What follows belongs to an exercise in optimizing a design on an open flow for small area, a short achievable clock period and few clock cycles per item; a production flow would make more cautious choices.
The RTL was checked by simulation tests, not by an equivalence proof against the original design.

==> flow/design.v (excerpt) <==
module demosaic_rgb_stream (
    input  wire        clk,
    input  wire        rst,         
    input  wire        in_valid,
    output wire        in_ready,
    input  wire [79:0] in_col,      
    input  wire        in_last,     
    input  wire [15:0] max_val,     
    input  wire [4:0]  shift,       
    input  wire        row_odd,     
    output wire        out_valid,
    input  wire        out_ready,
    output reg  [15:0] out_r,
    output reg  [15:0] out_g,
    output reg  [15:0] out_b,
    output reg         out_last
);
Settings: LEC_CHECK=0, ABC_AREA=1, CAP_MARGIN=20, CORE_MARGIN=2, CORE_UTILIZATION=65, SLEW_MARGIN=20; clock period 16.0 ns.
standard.sh (not shown) runs the stock make flow with config.mk's settings and CLKGATE_MAP_FILE= SYNTH_SCRIPT=/design/flow/synth_recipe.tcl, a recipe that flattens the netlist after the stock synthesis.
==> flow/flow/run.sh <==
#!/bin/bash
set -euo pipefail
export BUFFER_PORTS_ARGS="-buffer_cell sky130_fd_sc_hd__buf_1"
SETUP_SLACK_MARGIN=11.5 bash standard.sh cts > standard_cts.log 2>&1
bash standard.sh finish > standard_finish.log 2>&1
Testbench counts at the start, summed over its fixed seeds: cycles 31,202, pixels 30,610.
==> next run, changes <==
--- a/flow/design.v
+++ b/flow/design.v
@@ -28,22 +28,22 @@
     reg        win_valid;    
     reg        win_green;    
     localparam NG = 3;
     reg [NG-1:0] win_green_v;
     reg        win_last;     
     reg        row_start;    
     reg [1:0]  flush_cnt;    
     reg        a_valid;
     reg        a_green;
     reg        a_last;
-    reg [20:0] a_x;          
-    reg [20:0] a_y;          
+    reg [19:0] a_x;          
+    reg [19:0] a_y;          
     reg        a_w1;         
     reg        o_v, sk_v;
     reg [15:0] sk_r, sk_g, sk_b;
     reg        sk_last;
     reg        rdy;          
     wire       adv = !sk_v;  
     assign out_valid = o_v;
     assign in_ready  = rdy;
     wire take  = in_valid && rdy;
     wire pop   = o_v && out_ready;
@@ -786,48 +786,44 @@
     wire ky_321 = ky_280 ^ ky_281 ^ ~ky_242;
     wire ky_322 = (ky_280 & ky_281) | (~ky_242 & (ky_280 | ky_281));
     wire ky_323 = ky_282 ^ ky_283 ^ ky_36;
     wire ky_324 = (ky_282 & ky_283) | (ky_36 & (ky_282 | ky_283));
     wire ky_325 = ky_284 ^ 1'b1;
     wire ky_326 = ky_284 & 1'b1;
     wire [21:0] y_ra = {ky_326, ky_324, ky_322, ky_320, ky_318, ky_316, ky_314, ky_312, ky_310, ky_308, ky_306, ky_304, ky_302, ky_300, ky_298, ky_296, ky_294, ky_292, ky_290, ky_288, ky_286, ky_285};
     wire [21:0] y_rb = {1'b1, ky_325, ky_323, ky_321, ky_319, ky_317, ky_315, ky_313, ky_311, ky_309, ky_307, ky_305, ky_303, ky_301, ky_299, ky_297, ky_295, ky_293, ky_291, ky_289, ky_287, ~win_green};
     wire y_rc = ~win_green;
     localparam Y_RC_COL = 10;
-    wire [5:0]  g0_x = {1'b0, x_ra[4:0]}   + {1'b0, x_rb[4:0]};
-    wire [4:0]  g1_x = {1'b0, x_ra[8:5]}   + {1'b0, x_rb[8:5]};
+    wire [9:0]  g1_x = {1'b0, x_ra[8:0]}   + {1'b0, x_rb[8:0]};
     wire [6:0]  g2_x = {1'b0, x_ra[14:9]}  + {1'b0, x_rb[14:9]}  + {6'd0, x_rc};
     wire [6:0]  g3_x = x_ra[21:15] + x_rb[21:15];
-    wire [5:0]  g0_y = {1'b0, y_ra[4:0]}   + {1'b0, y_rb[4:0]};
-    wire [5:0]  g1_y = {1'b0, y_ra[9:5]}   + {1'b0, y_rb[9:5]};
+    wire [10:0] g1_y = {1'b0, y_ra[9:0]}   + {1'b0, y_rb[9:0]};
     wire [5:0]  g2_y = {1'b0, y_ra[14:10]} + {1'b0, y_rb[14:10]} + {5'd0, y_rc};
     wire [6:0]  g3_y = y_ra[21:15] + y_rb[21:15];
     always @(posedge clk) begin
         if (rst) begin
             a_valid <= 1'b0;
         end else if (adv) begin
             a_valid <= win_valid;
             a_green <= win_green;
             a_last  <= win_last;
-            a_x     <= {g3_x, g2_x, g1_x, g0_x[5:4]};
-            a_y     <= {g3_y, g2_y, g1_y, g0_y[5:4]};
+            a_x     <= {g3_x, g2_x, g1_x[9:4]};
+            a_y     <= {g3_y, g2_y, g1_y[10:4]};
             a_w1    <= shift_w;
         end
     end
-    wire        kx9  = a_x[6]  | (&a_x[5:2]  & a_x[1]);
-    wire        kx15 = a_x[13] | (&a_x[12:7] & kx9);
-    wire [17:0] sx = {a_x[20:14] + {6'd0, kx15}, a_x[12:7] + {5'd0, kx9},
-                      a_x[5:2] + {3'd0, a_x[1]}, a_x[0]};
-    wire        ky10 = a_y[7]  | (&a_y[6:2]  & a_y[1]);
-    wire        ky15 = a_y[13] | (&a_y[12:8] & ky10);
-    wire [17:0] sy = {a_y[20:14] + {6'd0, ky15}, a_y[12:8] + {4'd0, ky10},
-                      a_y[6:2] + {4'd0, a_y[1]}, a_y[0]};
+    wire [6:0]  ux = {1'b0, a_x[11:6]} + {6'd0, a_x[5]};
+    wire [6:0]  vx = a_x[19:13] + {6'd0, a_x[12] | ux[6]};
+    wire [17:0] sx = {vx, ux[5:0], a_x[4:0]};
+    wire [5:0]  uy = {1'b0, a_y[11:7]} + {5'd0, a_y[6]};
+    wire [6:0]  vy = a_y[19:13] + {6'd0, a_y[12] | uy[5]};
+    wire [17:0] sy = {vy, uy[4:0], a_y[5:0]};
     wire [15:0] cx = sx[17] ? 16'd0 :
                      (sx[16:0] >= {1'b0, cfg_max}) ? cfg_max : sx[15:0];
     wire [15:0] cy = sy[17] ? 16'd0 :
                      (sy[16:0] >= {1'b0, cfg_max}) ? cfg_max : sy[15:0];
     wire [15:0] a_nat = a_w1 ? w1_s : w2_s;
     reg [15:0] pr, pg, pb;
     always @(*) begin
         case ({cfg_odd, a_green})
             2'b00:   begin pr = a_nat; pg = cx;    pb = cy;    end  
             2'b01:   begin pr = cx;    pg = a_nat; pb = cy;    end  
After rerunning: The changed run finished clean; utilization goes up by 0.95 points; global-route usage increases by 0.25 points; clock-buffer cell count went up by 1; non-clock buffer count increases by 29; final area climbs slightly; fmax goes up slightly; critical path depth climbs by 2; wire length rises slightly.
Testbench counts after the change, summed over its fixed seeds: cycles 31,202, pixels 30,610.

port drivers added, routing unchanged:
The results above use ideal ports. As a check the final layouts listed here were re-extracted and re-timed, cells and wires unchanged. Step 1 (the two cells are an assumption about what drives the block):
set clk [get_ports {clk}]
set_driving_cell -lib_cell sky130_fd_sc_hd__clkbuf_16 $clk
set_driving_cell -lib_cell sky130_fd_sc_hd__buf_2 [delete_from_list [all_inputs] $clk]
Step 2, shift: input delay + t, output delay - t, t = (earliest + latest rising clock arrival at the registers) / 2. This alone moves slack from input paths to output paths. a / b / c = ideal ports / drivers / drivers and shift; a / b = the first two.
run | shift t [ns] | setup slack, ns | worst register clock-pin slew, ns
the first run | 0.617 | 11.382 / 11.382 / 10.826 | 0.07 / 0.07
the second run | 0.621 | 11.429 / 11.429 / 10.887 | 0.07 / 0.07
After both steps setup and hold are still met in every run listed. For the first run, which loses most, drivers alone change the setup slack by 0.000 ns; drivers and shift together by -0.556 ns.
